Context: an optimization exercise on an open-source flow, tuned for small area. The choices shown serve that exercise and are no tape-out recipe. In this exercise RTL edits were held to simulation tests only and were not proved equivalent to the original. Power is estimated from default activity; no workload was simulated.

### flow/design.v
module sfc_encoder (
    input  wire [7:0]  cmd,
    input  wire [95:0] payload,    
    output reg  [7:0]  sum
);
    integer i;
    always @* begin
        sum = cmd;
        for (i = 0; i < 12; i = i + 1)
            sum = sum + payload[8*i +: 8];
    end
endmodule
module sfc_decoder (
    input  wire [7:0] typetag,
    input  wire [7:0] csum_calc,
    input  wire [7:0] f8,
    input  wire [7:0] f9,
    input  wire       fwcs_en,     
    output wire       csum_ok,
    output wire       malformed,   
    output wire       bad_csum,    
    output wire       is_data,     
    output wire       is_fw        
);
    assign csum_ok   = (csum_calc == f8);
    assign malformed = (f9 != 8'hAB);
    assign is_data   = (typetag == 8'hC0);
    assign is_fw     = (typetag == 8'hC5);
    assign bad_csum  = !csum_ok && !(is_fw && !fwcs_en);
endmodule
module sfc (
    input  wire       clk,
    input  wire       rst,           
    input  wire       host_we,
    input  wire [7:0] host_addr,
    input  wire [7:0] host_wdata,
    output reg  [7:0] host_rdata,
    output wire       tx_valid,
    output reg  [7:0] tx_data,
    input  wire       tx_ack,
    input  wire       tx_err,
    output wire       rx_ready,
    input  wire       rx_valid,
    input  wire [7:0] rx_data,
    input  wire       rx_err,
    input  wire       timeout
);
    localparam A_OP      = 8'h00, A_STATUS  = 8'h01, A_CTRL    = 8'h02,
               A_ERRCODE = 8'h03, A_RKIND   = 8'h04, A_CMD     = 8'h05,
               A_PLEN    = 8'h06, A_ARG0    = 8'h07, A_ARG1    = 8'h08,
               A_TYPETAG = 8'h09, A_CSCALC  = 8'h0A, A_CSOK    = 8'h0B,
               A_DISCLO  = 8'h0C, A_DISCHI  = 8'h0D, A_TXCNT   = 8'h0E,
               A_RXCNT   = 8'h0F, A_PAYLOAD = 8'h10, A_TXBUF   = 8'h20,
               A_RXBUF   = 8'h40, A_PM25LO  = 8'h50, A_PM25HI  = 8'h51,
               A_PM10LO  = 8'h52, A_PM10HI  = 8'h53, A_FWYEAR  = 8'h54,
               A_FWMONTH = 8'h55, A_FWDAY   = 8'h56, A_FWIDLO  = 8'h57,
               A_FWIDHI  = 8'h58;
    localparam OP_SET_MODE = 8'h02, OP_QUERY = 8'h04, OP_DEVID  = 8'h05,
               OP_SLEEP    = 8'h06, OP_FW    = 8'h07, OP_PERIOD = 8'h08,
               OP_ENCODE   = 8'h10, OP_SYNC  = 8'h11, OP_DECODE = 8'h12,
               OP_XACT     = 8'h13;
    localparam E_NONE = 3'd0, E_INVAL = 3'd1, E_TRANSPORT = 3'd2, E_MALFORMED = 3'd3,
               E_CSUM = 3'd4, E_TIMEOUT = 3'd5, E_ABORTED = 3'd6;
    localparam K_NONE = 3'd0, K_ACK = 3'd1, K_DATA = 3'd2, K_FW = 3'd3,
               K_UNKNOWN = 3'd4, K_ENCODED = 3'd5, K_FRAME = 3'd6;
    localparam P_IDLE = 2'd0, P_TX = 2'd1, P_HUNT = 2'd2, P_CAPTURE = 2'd3;
    reg [1:0]   phase;
    reg [7:0]   op_q;
    reg         done_q, err_q, collide_q;
    reg         fwcs_en_q, to_en_q;
    reg [2:0]   errcode_q, rkind_q;
    reg [7:0]   cmd_q, plen_q, arg0_q, arg1_q;
    reg [7:0]   typetag_q, csum_calc_q;
    reg         csum_ok_q;
    reg [15:0]  disc_q;
    reg [4:0]   txcnt_q;
    reg [3:0]   rxcnt_q;
    reg [95:0]  payload_q;    
    reg         txv_q;        
    reg [7:0]   txcmd_q;      
    reg [95:0]  txpay_q;      
    reg [7:0]   txcs_q;       
    reg [79:0]  rxbuf_q;      
    reg [47:0]  res_q;        
    wire busy = (phase != P_IDLE);
    integer i;
    wire wr_op     = host_we && (host_addr == A_OP);
    wire wr_status = host_we && (host_addr == A_STATUS);
    wire wr_ctrl   = host_we && (host_addr == A_CTRL);
    wire is_arg    = (host_addr >= A_CMD && host_addr <= A_ARG1) ||
                     (host_addr >= A_PAYLOAD && host_addr < A_PAYLOAD + 8'd12) ||
                     (host_addr >= A_RXBUF && host_addr < A_RXBUF + 8'd10);
    wire wr_arg    = host_we && is_arg;
    wire wr_idle   = host_we && !busy;
    wire start     = wr_op && !busy;
    wire collide   = (wr_op || wr_arg) && busy;
    wire abort     = wr_ctrl && busy && host_wdata[2];
    wire op_link   = (host_wdata == OP_SET_MODE) || (host_wdata == OP_QUERY) ||
                     (host_wdata == OP_DEVID) || (host_wdata == OP_SLEEP) ||
                     (host_wdata == OP_FW) || (host_wdata == OP_PERIOD) ||
                     (host_wdata == OP_XACT);
    wire op_enc    = (host_wdata == OP_ENCODE);
    wire op_sync   = (host_wdata == OP_SYNC);
    wire op_dec    = (host_wdata == OP_DECODE);
    reg [7:0]  enc_cmd;
    reg [95:0] enc_payload;
    reg        arg_bad;       
    always @* begin
        enc_cmd     = 8'd0;
        enc_payload = 96'd0;
        arg_bad     = 1'b0;
        if (!busy) begin
            enc_cmd = host_wdata;
            case (host_wdata)
                OP_SET_MODE: begin
                    arg_bad = (arg0_q[7:1] != 7'd0);
                    enc_payload[7:0] = 8'h01;
                    enc_payload[8]   = arg0_q[0];
                end
                OP_SLEEP: begin
                    arg_bad = (arg0_q[7:1] != 7'd0);
                    enc_payload[7:0] = 8'h01;
                    enc_payload[8]   = !arg0_q[0];
                end
                OP_PERIOD: begin
                    enc_payload[7:0]  = 8'h01;
                    enc_payload[15:8] = arg0_q;
                end
                OP_DEVID: begin
                    enc_payload[87:80] = arg0_q;
                    enc_payload[95:88] = arg1_q;
                end
                OP_ENCODE, OP_XACT: begin
                    enc_cmd = cmd_q;
                    arg_bad = (plen_q > 8'd12);
                    for (i = 0; i < 12; i = i + 1)
                        if (i < plen_q)
                            enc_payload[8*i +: 8] = payload_q[8*i +: 8];
                end
                OP_QUERY, OP_FW: ;
                default: enc_cmd = 8'd0;
            endcase
        end
    end
    wire dec_sel = busy || op_dec;
    wire [95:0] add_payload = {enc_payload[95:48],
                               enc_payload[47:0] | (rxbuf_q[63:16] & {48{dec_sel}})};
    wire [7:0] add_sum;
    sfc_encoder u_enc (
        .cmd     (enc_cmd),
        .payload (add_payload),
        .sum     (add_sum)
    );
    wire [7:0] enc_csum = add_sum - 8'd2;
    wire last_byte = (phase == P_CAPTURE) && (rxcnt_q == 4'd9);
    wire [7:0] dec_f9 = last_byte ? rx_data : rxbuf_q[79:72];
    wire dec_csum_ok, dec_malformed, dec_bad_csum, dec_is_data, dec_is_fw;
    sfc_decoder u_dec (
        .typetag   (rxbuf_q[15:8]),
        .csum_calc (add_sum),
        .f8        (rxbuf_q[71:64]),
        .f9        (dec_f9),
        .fwcs_en   (fwcs_en_q),
        .csum_ok   (dec_csum_ok),
        .malformed (dec_malformed),
        .bad_csum  (dec_bad_csum),
        .is_data   (dec_is_data),
        .is_fw     (dec_is_fw)
    );
    function [2:0] decode_kind;
        input [7:0] op;
        input       data, fw;
        begin
            case (op)
                OP_SET_MODE, OP_SLEEP, OP_PERIOD, OP_DEVID:
                    decode_kind = K_ACK;
                OP_QUERY:
                    decode_kind = data ? K_DATA : K_UNKNOWN;
                OP_FW:
                    decode_kind = fw ? K_FW : K_UNKNOWN;
                default:    
                    decode_kind = data ? K_DATA : (fw ? K_FW : K_UNKNOWN);
            endcase
        end
    endfunction
    wire in_tx   = (phase == P_TX);
    wire in_hunt = (phase == P_HUNT);
    wire in_cap  = (phase == P_CAPTURE);
    wire in_rx   = phase[1];
    wire to_ev   = timeout && to_en_q;
    wire eng_ok    = busy && !abort;
    wire tx_fail   = eng_ok && in_tx && tx_err;
    wire tx_take   = eng_ok && in_tx && !tx_err && tx_ack;
    wire rx_fail   = eng_ok && in_rx && rx_err;
    wire to_fail   = eng_ok && in_rx && !rx_err && to_ev;
    wire rx_take   = eng_ok && in_rx && !rx_err && !to_ev && rx_valid;
    wire rx_aa     = (rx_data == 8'hAA);
    wire hunt_aa   = rx_take && in_hunt && rx_aa;
    wire hunt_disc = rx_take && in_hunt && !rx_aa;
    wire cap       = rx_take && in_cap;
    wire cap_last  = cap && (rxcnt_q == 4'd9);
    wire op_q_sync = (op_q == OP_SYNC);
    wire s_link_ok = start && op_link && !arg_bad;
    wire s_enc_ok  = start && op_enc && !arg_bad;
    wire s_sync    = start && op_sync;
    wire s_dec     = start && op_dec;
    wire s_inval   = start && !s_link_ok && !s_enc_ok && !op_sync && !op_dec;
    wire encode_now = s_link_ok || s_enc_ok;
    wire dec_now    = s_dec || (cap_last && !op_q_sync);
    wire frame_done = cap_last && op_q_sync;
    wire dec_fail = dec_malformed || dec_bad_csum;
    wire [2:0] dec_kind = decode_kind(s_dec ? OP_DECODE : op_q, dec_is_data, dec_is_fw);
    reg       c_any, c_err;
    reg [2:0] c_code, c_kind;
    always @* begin
        c_any  = 1'b1;
        c_err  = 1'b1;
        c_code = E_NONE;
        c_kind = K_NONE;
        if (busy && abort)
            c_code = E_ABORTED;
        else if (tx_fail || rx_fail)
            c_code = E_TRANSPORT;
        else if (to_fail)
            c_code = E_TIMEOUT;
        else if (s_inval)
            c_code = E_INVAL;
        else if (dec_now && dec_malformed)
            c_code = E_MALFORMED;
        else if (dec_now && dec_bad_csum)
            c_code = E_CSUM;
        else begin
            c_err = 1'b0;
            if (dec_now)
                c_kind = dec_kind;
            else if (s_enc_ok)
                c_kind = K_ENCODED;
            else if (frame_done)
                c_kind = K_FRAME;
            else
                c_any = 1'b0;
        end
    end
    always @(posedge clk)
        if (rst || start || c_any) begin
            done_q    <= !rst && c_any;
            err_q     <= !rst && c_any && c_err;
            errcode_q <= rst ? E_NONE : c_code;
            rkind_q   <= rst ? K_NONE : c_kind;
        end
    always @(posedge clk)
        if (rst || (busy && c_any))
            phase <= P_IDLE;
        else if (s_link_ok)
            phase <= P_TX;
        else if (s_sync || (tx_take && txcnt_q == 5'd18))
            phase <= P_HUNT;
        else if (hunt_aa)
            phase <= P_CAPTURE;
    always @(posedge clk)
        if (rst || start)
            txcnt_q <= 5'd0;
        else if (tx_take)
            txcnt_q <= txcnt_q + 5'd1;
    always @(posedge clk)
        if (rst || start)
            rxcnt_q <= 4'd0;
        else if (hunt_aa)
            rxcnt_q <= 4'd1;
        else if (cap)
            rxcnt_q <= rxcnt_q + 4'd1;
    always @(posedge clk)
        if (rst || start)
            disc_q <= 16'd0;
        else if (hunt_disc && disc_q != 16'hFFFF)
            disc_q <= disc_q + 16'd1;
    always @(posedge clk)
        if (rst)
            collide_q <= 1'b0;
        else if (collide)
            collide_q <= 1'b1;
        else if (wr_status && host_wdata[3])
            collide_q <= 1'b0;
    always @(posedge clk)
        if (rst || (wr_ctrl && !busy)) begin
            fwcs_en_q <= rst || host_wdata[0];
            to_en_q   <= !rst && host_wdata[1];
        end
    wire [7:0] wd = host_wdata & {8{!rst}};
    always @(posedge clk) if (rst || start) op_q <= wd;
    always @(posedge clk) if (rst || (wr_idle && host_addr == A_CMD))  cmd_q  <= wd;
    always @(posedge clk) if (rst || (wr_idle && host_addr == A_PLEN)) plen_q <= wd;
    always @(posedge clk) if (rst || (wr_idle && host_addr == A_ARG0)) arg0_q <= wd;
    always @(posedge clk) if (rst || (wr_idle && host_addr == A_ARG1)) arg1_q <= wd;
    genvar g;
    generate
        for (g = 0; g < 12; g = g + 1) begin : g_pay
            always @(posedge clk)
                if (rst || (wr_idle && host_addr == A_PAYLOAD + g))
                    payload_q[8*g +: 8] <= wd;
        end
    endgenerate
    wire       rx_clr = rst || s_link_ok || s_sync;
    wire [7:0] rx_d0  = {8{!rx_clr}} & (busy ? 8'hAA : host_wdata);
    wire [7:0] rx_dn  = {8{!rx_clr}} & (busy ? rx_data : host_wdata);
    always @(posedge clk)
        if (rx_clr || (wr_idle && host_addr == A_RXBUF) || hunt_aa)
            rxbuf_q[7:0] <= rx_d0;
    generate
        for (g = 1; g < 10; g = g + 1) begin : g_rx
            always @(posedge clk)
                if (rx_clr || (wr_idle && host_addr == A_RXBUF + g) ||
                    (cap && rxcnt_q == g))
                    rxbuf_q[8*g +: 8] <= rx_dn;
        end
    endgenerate
    always @(posedge clk) if (rst || encode_now) txv_q <= !rst;
    always @(posedge clk)
        if (encode_now) begin
            txcmd_q <= enc_cmd;
            txpay_q <= enc_payload;
            txcs_q  <= enc_csum;
        end
    always @(posedge clk)
        if (dec_now) begin
            typetag_q   <= rxbuf_q[15:8];
            csum_calc_q <= add_sum;
            csum_ok_q   <= dec_csum_ok;
            res_q       <= rxbuf_q[63:16];
        end
    assign tx_valid = (phase == P_TX);
    assign rx_ready = phase[1];
    wire [151:0] txframe = {8'hAB, txcs_q, 8'hFF, 8'hFF, txpay_q, txcmd_q, 8'hB4, 8'hAA};
    integer t;
    always @* begin
        tx_data = 8'h00;
        for (t = 0; t < 19; t = t + 1)
            if (txcnt_q == t)
                tx_data = tx_data | txframe[8*t +: 8];
    end
    wire rep_v = (rkind_q == K_ACK) || (rkind_q == K_DATA) || (rkind_q == K_FW) ||
                 (rkind_q == K_UNKNOWN) || (errcode_q == E_MALFORMED) ||
                 (errcode_q == E_CSUM);
    wire rk_data = (rkind_q == K_DATA);
    wire rk_fw   = (rkind_q == K_FW);
    wire [127:0] blk0 = {
        {4'd0, rxcnt_q}, {3'd0, txcnt_q}, disc_q[15:8], disc_q[7:0],
        {7'd0, rep_v && csum_ok_q}, csum_calc_q & {8{rep_v}}, typetag_q & {8{rep_v}},
        arg1_q, arg0_q, plen_q, cmd_q, {5'd0, rkind_q}, {5'd0, errcode_q},
        {6'd0, to_en_q, fwcs_en_q}, {4'd0, collide_q, err_q, done_q, busy}, op_q};
    wire [127:0] blk1 = {32'd0, payload_q};
    wire [255:0] blk2 = {104'd0, 8'hAB, txcs_q, 8'hFF, 8'hFF, txpay_q, txcmd_q, 8'hB4, 8'hAA};
    wire [127:0] blk4 = {48'd0, rxbuf_q};
    wire [47:0]  rd = res_q & {48{rk_fw}};
    wire [127:0] blk5 = {56'd0, rd[47:40], rd[39:32], rd[31:24], rd[23:16], rd[15:8],
                         res_q[31:0] & {32{rk_data}}};
    wire [15:0] lo_sel, hi_sel;
    genvar gi;
    generate
        for (gi = 0; gi < 16; gi = gi + 1) begin : g_dec
            assign lo_sel[gi] = (host_addr[3:0] == gi);
            assign hi_sel[gi] = (host_addr[7:4] == gi);
        end
    endgenerate
    reg [7:0] rmux;
    integer k;
    always @* begin
        rmux = 8'h00;
        for (k = 0; k < 16; k = k + 1) begin
            rmux = rmux | (blk0[8*k +: 8] & {8{hi_sel[0] & lo_sel[k]}});
            rmux = rmux | (blk1[8*k +: 8] & {8{hi_sel[1] & lo_sel[k]}});
            rmux = rmux | (blk2[8*k +: 8] & {8{txv_q & hi_sel[2] & lo_sel[k]}});
            rmux = rmux | (blk2[128 + 8*k +: 8] & {8{txv_q & hi_sel[3] & lo_sel[k]}});
            rmux = rmux | (blk4[8*k +: 8] & {8{hi_sel[4] & lo_sel[k]}});
            rmux = rmux | (blk5[8*k +: 8] & {8{hi_sel[5] & lo_sel[k]}});
        end
    end
    always @* host_rdata = rmux;
endmodule
### flow/run.sh
#!/bin/bash
# synth_recipe.tcl (not shown) runs the flow's synth.tcl, then flattens the netlist and writes it again
# the make line also repeats each setting of config.mk as NAME=value (left out here)
make -C /OpenROAD-flow-scripts/flow DESIGN_CONFIG=/design/flow/config.mk WORK_HOME=/design/flow/orfs CLKGATE_MAP_FILE= SYNTH_SCRIPT=/design/flow/synth_recipe.tcl finish
### flow/config.mk
export PLATFORM = sky130hd
export DESIGN_NAME = sfc
export DESIGN_NICKNAME = sfc
export VERILOG_FILES = /design/flow/design.v
export SDC_FILE = /design/flow/constraint.sdc
export NUM_CORES = 4
export LEC_CHECK = 0
export CAP_MARGIN = 20
export CORE_MARGIN = 2
export CORE_UTILIZATION = 60
export CTS_BUF_LIST = sky130_fd_sc_hd__clkbuf_16
export CTS_CLUSTER_DIAMETER = 80
export CTS_CLUSTER_SIZE = 25
export SLEW_MARGIN = 20
### flow/constraint.sdc
create_clock -name core_clock -period 12.0 [get_ports {clk}]
set_input_delay 2.4000 -clock core_clock [delete_from_list [all_inputs] [get_ports {clk}]]
set_output_delay 2.4000 -clock core_clock [all_outputs]
set_load 0.01 [all_outputs]
==> results.rst <==
.. list-table::
   :header-rows: 1

   * - Metric
     - Value
   * - Input/output buffers
     - around 50
   * - Status
     - no timing/DRC/antenna violations
   * - Leakage power summed over all cells
     - between 8 and 9 nW
   * - Number of distinct library cell variants in the gate-level netlist after synthesis
     - ~80
   * - Final worst path period need
     - about 10 ns
   * - Sequence of cells on the critical path
     - clkdlybuf4s50_1 > or3b_1 > or4_4 > nor2_1 > and2_1 > a21o_1 > fa_1 > fa_1 > inv_1 > fa_1 > inv_1 > fa_1 > fa_1 > xnor2_1 > xnor2_1 > xnor2_1 > xnor2_1 > xnor3_1 > xor2_1 > xor3_1 > o211ai_2 > a31oi_1
   * - Part of the total power dissipated in sequential elements
     - 0.595
   * - RSZ-0062 raised after global routing
     - no
   * - Number of enable flip-flop cells after synthesis
     - roughly 400
   * - Fin Clk Skew
     - about 0.043 ns
   * - Number of hold violations in the final report
     - 0
   * - WS Path Type
     - in -> reg
   * - Final routed wirelength across all metal layers
     - 108000 microns
   * - Element type at the critical path end
     - register
   * - Die ar.
     - about 39000 sq um
   * - CTS H-tree lvls
     - 1
   * - Root buf cell
     - clkbuf_16
   * - Commonest non-fill, non-tap cell in the layout
     - edfxtp_1
   * - All-Layer GR Usage
     - 0.560
   * - Multi-input logic area
     - 9160 sq um
   * - Length of the first detailed-routing pass in iterations
     - 12
   * - Share of flip-flops with an asynchronous set or reset after synthesis
     - 0
   * - Setup fix buffers added after clock tree synthesis
     - 0
   * - Clock tree from TritonCTS
     - built
   * - Number of resized instances in the post-cts repair step
     - 0
   * - Mapped Nets
     - 1979
   * - Aggregate global routing overflow
     - 0
   * - P_int
     - 0.00219 W
   * - Post-synthesis instance area
     - 22400 sq um
   * - Count of clock tree sinks
     - 432
   * - Syn avg cell area
     - around 12 sq um
   * - Maximum number of pins on one net before global-route repair
     - 70
   * - DRC violation count after routing
     - 0
   * - Height of the die
     - 197 microns
   * - Most used flip-flop cell after synthesis
     - edfxtp_1
   * - Relative contribution of combinational cells to total power
     - 0.067
   * - Slew @ Worst Pin
     - approximately 1.3 ns
   * - Switching part of the total
     - 0.265
   * - Seq. cell area
     - 12700 sq um
   * - Worst hold-check slack
     - 0.518 ns
   * - FF+latch count, synth
     - about 430
   * - Latest clock arrival within the worst-skew pair
     - 0.63 ns
   * - Cell with the largest stage delay on the worst path
     - nor2_1
   * - Endpoints failing setup
     - 0
   * - Portion of the clock cycle consumed by the worst path in the final layout
     - 0.870
   * - Detail-routed net length per standard cell
     - 44.9 microns
   * - Required arrival time at the worst endpoint
     - approximately 12 ns
   * - Maximum fanout count along the critical path
     - 14
   * - Die Wd
     - 197 microns
   * - Crit path largest cell delay
     - between 0.8 and 0.9 ns
   * - Placeable core region
     - 36700 sq um
   * - Antenna violations before repair
     - 8
   * - Cell Rows
     - 70
   * - Power Density
     - about 120 nW/um^2
   * - Most frequent cells in the layout
     - edfxtp_1, nor2_1, nand2_1, a22oi_1, inv_1
   * - Fraction of layout cells with a size suffix above 1
     - 0.0807
   * - Net switching power
     - about 0.00079 W
   * - Post-detailed-placement half-perimeter wirelength
     - just over 80000 microns
   * - Synthesis warning total
     - 2
   * - Buffer depth of the longest clock path
     - 3
   * - Pins over their slew limit
     - 0
   * - Starting density of the core
     - 0.610
   * - Hold Buf Count CTS
     - 0
   * - Type of the most critical hold path
     - reg -> reg
   * - Number of I/O pins
     - 50
   * - RD Place Congestion
     - between 1 and 1.5
   * - Clock network fraction of design power
     - 0.338
   * - Post-layout net count
     - 2044
   * - Vias per Instance
     - roughly 8.4
   * - FMAX
     - 0.0958 GHz
   * - Cell type with the highest occurrence count on the critical path
     - fa_1
   * - First DRT Iteration DRCs
     - roughly 5000
   * - Sequential share of the synthesized area
     - 0.567
   * - Count of maximum capacitance violations
     - 0
   * - FILL cells
     - between 2000 and 3000
   * - Headroom to the max-slew limit
     - 0.135
   * - Instance count of the mapped netlist
     - between 1500 and 2000
   * - CP Launch Type
     - primary input
   * - Vias in the first global route
     - 18300
   * - Peak supply drop
     - ~0.00017 V
   * - Wire length of the first global-routing pass
     - between 100000 and 150000 microns
   * - Area growth from synthesis to layout
     - 10.2%
   * - Number of antenna-violating nets in the routed design
     - 0
   * - Setup TNS
     - 0 ns
   * - Overall via count from detail_route
     - approximately 20000
   * - Clock-pin slew of the registers on the worst-case setup and hold paths
     - 0.11 ns
   * - Worst endpoint data arrival time
     - around 11 ns
   * - CTS Buf Count
     - 25
## registers in the layout, summed over array words and instances, names as in the netlist, 2 cells and up
| signal | cells |
|---|---|
| arg0_q | 8 |
| arg1_q | 8 |
| cmd_q | 8 |
| csum_calc_q | 8 |
| disc_q | 16 |
| errcode_q | 3 |
| op_q | 8 |
| payload_q | 96 |
| phase | 2 |
| plen_q | 8 |
| res_q | 48 |
| rkind_q | 3 |
| rxbuf_q | 80 |
| rxcnt_q | 4 |
| txcmd_q | 8 |
| txcnt_q | 5 |
| txcs_q | 8 |
| txpay_q | 96 |
| typetag_q | 8 |
## cells by family after synthesis
family,count (synthesis),share of synthesized area
multiplexers,3,0.00134
AO/OA/AOI/OAI,512,0.172
XOR/XNOR,55,0.0234
adder cells (fa/ha/maj),91,0.0740
buffers and inverters,178,0.0305
flip-flops,432,0.567
AND/OR/NAND/NOR,585,0.132
## synth_stat cells, types with 7 or more instances
library cell / number / share of area
o21ai_0: 35 / 0.0078
nand2_1: 138 / 0.023
nand4_1: 32 / 0.0089
edfxtp_1: 404 / 0.54
nor2b_1: 15 / 0.0042
a32oi_1: 10 / 0.0039
xnor2_1: 25 / 0.0098
a2111oi_0: 7 / 0.0027
clkbuf_1: 73 / 0.012
a21oi_1: 76 / 0.017
and2_1: 61 / 0.017
a222oi_1: 40 / 0.018
and3_1: 25 / 0.0070
nor3_1: 32 / 0.0072
fa_1: 69 / 0.062
nor4_1: 12 / 0.0034
or2_2: 9 / 0.0025
a31oi_1: 10 / 0.0028
or4_1: 7 / 0.0023
dfxtp_1: 28 / 0.025
a22o_1: 41 / 0.016
nand3_1: 44 / 0.0098
ha_1: 22 / 0.012
a211oi_1: 10 / 0.0034
nand2b_1: 18 / 0.0050
a22oi_1: 129 / 0.043
a32o_1: 8 / 0.0036
a21o_1: 30 / 0.010
inv_1: 96 / 0.016
o22ai_1: 20 / 0.0056
nor2_1: 151 / 0.025
xor2_1: 27 / 0.011
a221oi_1: 44 / 0.017
## final timing paths
check	cells past startpoint	slack, ns	to	start
min reg2reg	0	0.52	res_q[33]	rxbuf_q[49]
max reg2reg	21	3.54	err_q	phase[1]
max	22	1.56	err_q	host_wdata[2]
min	0	0.52	res_q[33]	rxbuf_q[49]
## power by group through the flow
stage | clock (W) | combinational (W) | sequential [W]
finish | 0.00101 | 0.000200 | 0.00178
global route | 0.00103 | 0.000200 | 0.00177
CTS | 0.000979 | 0.000183 | 0.00177
detailed placement | 0 | 0.000182 | 0.00180
global placement | 0 | 0.000180 | 0.00180
floorplan | 0 | 0.0000980 | 0.00176
## final cells by class
class | count | share of cell area
Antenna cell | 10 | 0.00101
Clock buffer | 25 | 0.0254
Clock inverter | 15 | 0.00786
Inverter | 97 | 0.0148
Multi-Input combinational cell | 1246 | 0.371
Sequential cell | 432 | 0.515
Tap cell | 468 | 0.0237
Timing Repair Buffer | 119 | 0.0412
## routing by layer
| layer | GRT usage | wire length, microns |
|---|---|---|
| met5 | 0 | 57 |
| met4 | 0.398 | 12100 |
| met3 | 0.317 | 21600 |
| met2 | 0.755 | 40900 |
| met1 | 0.671 | 33800 |
## stage by stage
| step | cell area (sq um) | setup WS, ns | util | cells | total power, W |
|---|---|---|---|---|---|
| 5_1_grt | 24600 | 1.42 | 0.671 | 2402 | 0.00300 |
| 2_1_floorplan | 22400 | 2.75 | - | 1856 | 0.00185 |
| 3_5_place_dp | 23800 | 1.18 | 0.648 | 2360 | 0.00198 |
| 6_report | 24700 | 1.56 | 0.672 | 2412 | 0.00299 |
| 4_1_cts | 24600 | 1.78 | 0.670 | 2400 | 0.00293 |
| 3_3_place_gp | 23800 | 1.05 | 0.648 | 2360 | 0.00198 |
## worst max-delay path: cells and delay by family
kind	cells	cell delay, ns
AND/OR/NAND/NOR	4	2.47
adder cells (fa/ha/maj)	5	2.41
XOR/XNOR	7	2.19
buffers and inverters	3	0.78
AO/OA/AOI/OAI	3	0.51

## port drivers added, routing unchanged
In the flow no input, the clock included, has a driving cell. The finished layout below was timed again as built, in two steps. Step 1: set_driving_cell puts a clkbuf_16 on clk and a buf_2 on each other input, an assumption about the parent block. Step 2 times the ports against the registers' clock, not the clock port: input delays grow and output delays shrink by t, the midpoint of the rising clock arrivals with the driver on. Slacks: ideal / step 1 / step 2; pairs: ideal / step 1.
t (ns): 0.663
setup WS [ns]: 1.561 / 1.597 / 0.934
latest minus earliest clock arrival (ns): 0.045 / 0.045
worst register clock-pin slew, ns: 0.11 / 0.11
After both steps this run still meets setup and hold. For this run, drivers alone change the setup slack by +0.036 ns; drivers and shift together by -0.627 ns.
